Source: an optimization exercise on an open RTL-to-GDS flow (aim: small area, a short achievable clock period and few clock cycles). Production flows keep margins and buffers that such runs may drop.
Only simulation tests tie the RTL to the original design; equivalence was not proved.
Power and IR drop assume default switching activity.

== lane 1 ==
// arith_core
module arith_core #(parameter N = 32) (
    input  wire         clk,
    input  wire         rst,
    input  wire         start,
    input  wire [4:0]   cmd,
    input  wire [N-1:0] a_in,
    input  wire [N-1:0] b_in,
    output reg          busy,
    output reg          done,
    output reg  [1:0]   status,
    output wire [N-1:0] res_hi,
    output wire [N-1:0] res_lo,
    output reg  [3:0]   flags
);
For scale: roughly 1900 cells after synthesis, about 140 flip-flops, about 15000 um^2 of cells after synthesis.
==> flow/config.mk <==
export PLATFORM = sky130hd
export DESIGN_NAME = arith_core
export DESIGN_NICKNAME = arith_core
export VERILOG_FILES = /design/flow/design.v
export SDC_FILE = /design/flow/constraint.sdc
export NUM_CORES = 4
export LEC_CHECK = 0
export CAP_MARGIN = 20
export CORE_MARGIN = 2
export CORE_UTILIZATION = 40
export SLEW_MARGIN = 20
==> flow/constraint.sdc <==
create_clock -name core_clock -period 20.0 [get_ports {clk}]
set_input_delay 4.0000 -clock core_clock [delete_from_list [all_inputs] [get_ports {clk}]]
set_output_delay 4.0000 -clock core_clock [all_outputs]
set_load 0.01 [all_outputs]
standard.sh (not shown) runs the stock make flow with config.mk's settings and CLKGATE_MAP_FILE= SYNTH_SCRIPT=/design/flow/synth_recipe.tcl, a recipe that flattens the netlist after the stock synthesis.
==> flow/flow/run.sh <==
#!/bin/bash
# Standard layout, with two changes to how it is made:
#  - timing repair is asked to reach 5.5 ns paths (a setup margin on the
#    unchanged 20 ns constraint);
#  - every input and output port still gets its own buffer, but a buf_1
#    instead of the larger cell buffer_ports picks by default.
# Every tool's log stays under orfs/logs; make's own output goes to
# flow_make.log.
set -euo pipefail
bash standard.sh SETUP_SLACK_MARGIN=14.5 \
  "BUFFER_PORTS_ARGS=-buffer_cell sky130_fd_sc_hd__buf_1" finish > flow_make.log 2>&1
Testbench counts of lane 1, summed over its fixed seeds: cycles 74,844.
The following lists how lane 2 was set up differently from lane 1:
==> flow/flow/run.sh <==
#!/bin/bash
# Standard layout, with two changes to how it is made:
#  - timing repair is asked to reach 5.2 ns paths (a setup margin on the
#    unchanged 20 ns constraint);
#  - every input and output port still gets its own buffer, but a buf_1
#    instead of the larger cell buffer_ports picks by default.
# Every tool's log stays under orfs/logs; make's own output goes to
# flow_make.log.
set -euo pipefail
bash standard.sh SETUP_SLACK_MARGIN=14.8 \
  "BUFFER_PORTS_ARGS=-buffer_cell sky130_fd_sc_hd__buf_1" finish > flow_make.log 2>&1
Findings:
- Against lane 1 as the reference, lane 2 delivers a lower part of the power in registers.
- The standard cells in lane 2 occupy more silicon area than those in lane 1 do.
- Number of cells on the worst reg-to-reg path (higher): lane 2
- Delta (lane 2 minus lane 1): met3 global-route usage stayed essentially flat, die area saw little to no change.
- From lane 1 to lane 2 the numbers moved as follows: met1 global-route usage rose by 0.64 points, first-pass GRT wire length +1.8%.
- Lane 2 vs lane 1: combinational-cell power consumption up
- Against lane 1, switching power total in lane 2 rose by a few percent.
- Summary — total power, lane 2 relative to lane 1: higher, by about 4.4%.

* * *

arith_core again, from the RTL that the note above started with.
Settings: LEC_CHECK=0, CAP_MARGIN=20, CORE_MARGIN=2, CORE_UTILIZATION=40, SLEW_MARGIN=20; clock period 20.0 ns.
==> flow/flow/run.sh <==
#!/bin/bash
# Standard layout, with two changes to how it is made:
#  - timing repair is asked to reach 5 ns paths (a setup margin on the
#    unchanged 20 ns constraint);
#  - every input and output port still gets its own buffer, but a buf_1
#    instead of the larger cell buffer_ports picks by default.
# Every tool's log stays under orfs/logs; make's own output goes to
# flow_make.log.
set -euo pipefail
bash standard.sh SETUP_SLACK_MARGIN=15 \
  "BUFFER_PORTS_ARGS=-buffer_cell sky130_fd_sc_hd__buf_1" finish > flow_make.log 2>&1
Testbench counts at the start, summed over its fixed seeds: cycles 74,844.
Change:
==> flow/flow/run.sh (replaced) <==
#!/bin/bash
# Standard layout, with two changes to how it is made:
#  - timing repair is asked to reach 5.2 ns paths (a setup margin on the
#    unchanged 20 ns constraint);
#  - every input and output port still gets its own buffer, but a buf_1
#    instead of the larger cell buffer_ports picks by default.
# Every tool's log stays under orfs/logs; make's own output goes to
# flow_make.log.
set -euo pipefail
bash standard.sh SETUP_SLACK_MARGIN=14.8 \
  "BUFFER_PORTS_ARGS=-buffer_cell sky130_fd_sc_hd__buf_1" finish > flow_make.log 2>&1
- CORE_UTILIZATION: 40 -> 60
Effect: The new run went through all stages and came out clean. Cell count shrinks by 9.5%. Setup slack is worse by 0.073 ns. Sequential cell count does not change. Critical path depth does not change.

[afterwards: timing with drivers on the ports]
Ports are ideal in the flow. The routed layouts listed here were re-timed in OpenROAD. Step 1 (the two cells are an assumption about what drives the block):
set clk [get_ports {clk}]
set_driving_cell -lib_cell sky130_fd_sc_hd__clkbuf_16 $clk
set_driving_cell -lib_cell sky130_fd_sc_hd__buf_2 [delete_from_list [all_inputs] $clk]
Step 2 moves the port delays by t, midway between the first and last clock arrival at a register: inputs arrive t later, outputs are due t later. That takes back most of the time a late clock gives input paths. Three values: ideal, step 1, step 2; two values: the first two.
run	t (ns)	setup slack, ns	hold WS [ns]	latest minus earliest clock arrival (ns)
lane 1	0.497	14.552 / 14.500 / 14.088	0.493 / 0.493 / 0.493	0.010 / 0.010
lane 2	0.499	14.840 / 14.788 / 14.375	0.500 / 0.500 / 0.500	0.014 / 0.014
the first run of note 2	0.510	14.880 / 14.824 / 14.641	0.476 / 0.476 / 0.476	0.017 / 0.017
the second run of note 2	0.474	14.807 / 14.755 / 14.408	0.497 / 0.497 / 0.497	0.020 / 0.020
After both steps every run listed still meets setup and hold. For lane 2, which loses most, drivers alone change the setup slack by -0.052 ns; drivers and shift together by -0.465 ns.
